Background: an optimization exercise with open tools, aiming at small area. Do not read the settings as production practice.
Function was checked by simulation only, so behaviour that the tests miss may differ from the original.
The flow treats the clock pin as an ideal source, which a real chip does not have.
Power figures rest on the tool's default switching activity, not on a simulated workload.

== the previous run ==
==> flow/design.v (excerpt) <==
module uniloader_jtag (
    input  wire        clk,
    input  wire        rst,
    input  wire        req_valid,
    input  wire [23:0] req_word,
    output wire        req_ready,
    output wire        rsp_valid,
    output wire        rsp_err,
    output wire [31:0] rsp_data,
    output reg  [3:0]  tap_state,
    output reg         tap_known,
    output reg         tck,
    output reg         tms,
    output reg         tdi,
    input  wire        tdo
);
clock: 8.0 ns
lec_check: 0
abc_area: 1
cap_margin: 20
core_margin: 2
core_utilization: 40
cts_buf_list: sky130_fd_sc_hd__clkbuf_4
cts_cluster_size: 20
place_density: 0.6
slew_margin: 20
standard.sh (not shown) runs the stock make flow with config.mk's settings and CLKGATE_MAP_FILE= SYNTH_SCRIPT=/design/flow/synth_recipe.tcl, a recipe that flattens the netlist after the stock synthesis.
==> flow/flow/run.sh <==
#!/bin/bash
# Own layout flow: the standard synthesis, then the combinational logic of
# its netlist re-mapped for area with a stronger ABC script (registers kept as
# they are, same cells and names; four ABC scripts, the smallest result kept),
# then the standard layout steps, with small port buffers and a clock
# tree without dummy loads whose largest leaf buffers get a stronger cell
# (cts_post.tcl).
set -euo pipefail
W=$PWD
R=$W/orfs/results/$FLOW_PLATFORM/uniloader_jtag/base
YOSYS=yosys
if [[ -x $FLOW_HOME/../tools/install/yosys/bin/yosys ]]; then YOSYS=$FLOW_HOME/../tools/install/yosys/bin/yosys; fi
LIB=$FLOW_HOME/platforms/$FLOW_PLATFORM/lib/sky130_fd_sc_hd__tt_025C_1v80.lib

# 1. standard synthesis
bash standard.sh synth > $W/1_synth.log 2>&1
cp $R/1_2_yosys.v $W/1_2_yosys_standard.v

# 2. area re-mapping of the combinational logic, four scripts in parallel
for S in 0 1 2 3; do
  LIB=$LIB IN_V=$W/1_2_yosys_standard.v TOP=$FLOW_TOP ABC_SCRIPT=$W/flow/opt_$S.abc \
  OUT_V=$W/remap_$S.v OUT_STAT=$W/remap_stat_$S.txt \
    $YOSYS -c $W/flow/reabc.tcl > $W/2_remap_$S.log 2>&1 &
done
wait
best=""; besta=""
for S in 0 1 2 3; do
  a=$(grep "Chip area" $W/remap_stat_$S.txt | awk '{print $NF}' || true)
  [[ -n "$a" ]] || continue
  if [[ -z "$besta" ]] || awk "BEGIN{exit !($a < $besta)}"; then best=$S; besta=$a; fi
done
echo "remap areas: $(grep -h 'Chip area' $W/remap_stat_*.txt | awk '{print $NF}' | tr '\n' ' '); kept seed $best ($besta)" > $W/2_remap_choice.log
cp $W/remap_$best.v $R/1_2_yosys.v
touch $R/1_2_yosys.v

# 3. layout
export BUFFER_PORTS_ARGS="-buffer_cell sky130_fd_sc_hd__buf_1"
export CTS_ARGS="-sink_clustering_enable -repair_clock_nets -dont_use_dummy_load -buf_list sky130_fd_sc_hd__clkbuf_4 -sink_clustering_size 20"
export POST_CTS_TCL=$W/flow/cts_post.tcl
export LEAF_CLKBUF_BIG=sky130_fd_sc_hd__clkbuf_8
export LEAF_CLKBUF_MAX_FANOUT=8
bash standard.sh > $W/3_layout.log 2>&1
Other scripts of this flow, unchanged in this note and not shown: flow/flow/cts_post.tcl, flow/flow/opt_0.abc, flow/flow/opt_1.abc, flow/flow/opt_2.abc, flow/flow/opt_3.abc, flow/flow/reabc.tcl
### the previous run -> the current run
--- a/flow/design.v
+++ b/flow/design.v
@@ -1,16 +1,16 @@
 module uniloader_jtag (
     input  wire        clk,
     input  wire        rst,
     input  wire        req_valid,
     input  wire [23:0] req_word,
     output wire        req_ready,
-    output wire        rsp_valid,
+    output reg         rsp_valid,
     output wire        rsp_err,
     output wire [31:0] rsp_data,
     output reg  [3:0]  tap_state,
     output reg         tap_known,
     output reg         tck,
     output reg         tms,
     output reg         tdi,
     input  wire        tdo
 );
@@ -33,19 +33,18 @@
     reg [1:0]  ph;
     reg        pdone;
     reg [4:0]  s;
     reg [31:0] q;
     reg [1:0]  rsub;      
     reg        bor;       
     assign req_ready = !busy;
     assign rsp_err   = (op == OP_REFUSED);
     assign rsp_data  = q;
-    assign rsp_valid = busy && tck && (mk == M_END);
     wire [3:0] w_op  = req_word[23:20];
     wire [3:0] w_n   = req_word[11:8];
     wire       w_f0  = req_word[16];
     wire [3:0] w_tgt = req_word[3:0];
     wire n_bad   = (w_n == 4'd0) || (w_n > 4'd8);
     wire in_shdr = tap_known && (tap_state == S_SHDR);
     wire in_shir = tap_known && (tap_state == S_SHIR);
     reg  reachable;
     reg  w_match;
@@ -219,31 +218,27 @@
             default: std_next = tms ? S_SELDR : S_IDLE;
         endcase
     end
     localparam R_ROT = 2'd0, R_PUL = 2'd1, R_FIN = 2'd2;
     wire in_h    = !s[4] && (s[3] || (s[2] && (s[1] || s[0])));    
     wire rot_din = q[0] ^ (in_h & bor);
     wire bor_nx  = (s == 5'd0) | (bor & !(in_h & q[0]));
     wire s_is_l  = (s == q[4:0]);
     always @(posedge clk) begin
+        rsp_valid <= 1'b0;
         if (rst) begin
             busy      <= 1'b0;
             tck       <= 1'b1;
             tap_known <= 1'b0;
             tap_state <= S_RESET;
             pdone     <= 1'b0;
             s         <= 5'd0;
             rsub      <= R_ROT;
-            op        <= 4'h0;
-            m         <= 3'd0;
-            ph        <= 2'd0;
-            f0        <= 1'b0;
-            q[15:0]   <= 16'd0;
         end else if (!busy) begin
             if (req_valid) begin
                 busy     <= 1'b1;
                 op       <= w_opi;
                 f0       <= req_word[16];
                 {rsub, bor} <= req_word[10:8];    
                 q[15:0]  <= req_word[15:0];
                 m        <= {req_word[17], 2'd0};
                 ph       <= 2'd0;
@@ -255,18 +250,19 @@
                 s <= s_inc;
                 if (b_run) begin
                     if (s == 5'd31) rsub <= R_ROT;
                 end else begin
                     q <= {tdo & b_cap, q[31:1]};
                     if (last) pdone <= 1'b1;
                 end
             end
         end else if (mk == M_END) begin
+            rsp_valid <= 1'b1;
             busy      <= 1'b0;
         end else begin
             case (ph)
                 2'd0: begin
                     if (ld_en) q[15:0] <= ld_val;
                     if (b_run) rsub <= R_ROT;
                     ph <= 2'd1;
                 end
                 2'd2: begin
Results
- Delta (the current run minus the previous run): number of nets in the final layout went down, combinational share of power down 12 points, total routing usage reported by global routing went down by 2.2 points.
- Width of the die grows slightly when moving from the previous run to the current run.
- Of the previous run and the current run, the current run shows the lower ratio of final minimum period to clock period, with the previous run above it.
- Total via count after detailed routing (the current run vs. the previous run) decreases by a few percent
- The current run gives less non-filler instance count after layout than the previous run did.
- NOTE via count of the first global-routing pass the previous run->the current run decreased by a few percent
- The current run: final weighted congestion in routability-driven placement about 11% above the previous run
- Met1 track utilization from global routing | the current run below the previous run

[afterwards: timing with drivers on the ports]
In the flow no input, the clock included, has a driving cell. The finished layouts below were timed again as built, in two steps.
Step 1 sets driving cells, clkbuf_16 on the clock port and buf_2 on the other inputs (assumed; they add their load-dependent delay and slew).
Step 2 adds t to the input delays and takes it off the output delays; t is the mean of the earliest and latest rising clock arrival at the registers after step 1. Input paths then give back, and output paths get back, about the clock's delay inside the block.
Slacks: ideal / step 1 / step 2; pairs: ideal / step 1.
| run | t, ns | slack for setup (ns) | worst data-port slew with drivers (ns) |
|---|---|---|---|
| the previous run | 0.440 | 2.005 / 2.005 / 2.005 | 0.03 |
| the current run | 0.444 | 3.631 / 3.631 / 3.631 | 0.04 |
After both steps every run listed still meets setup and hold.
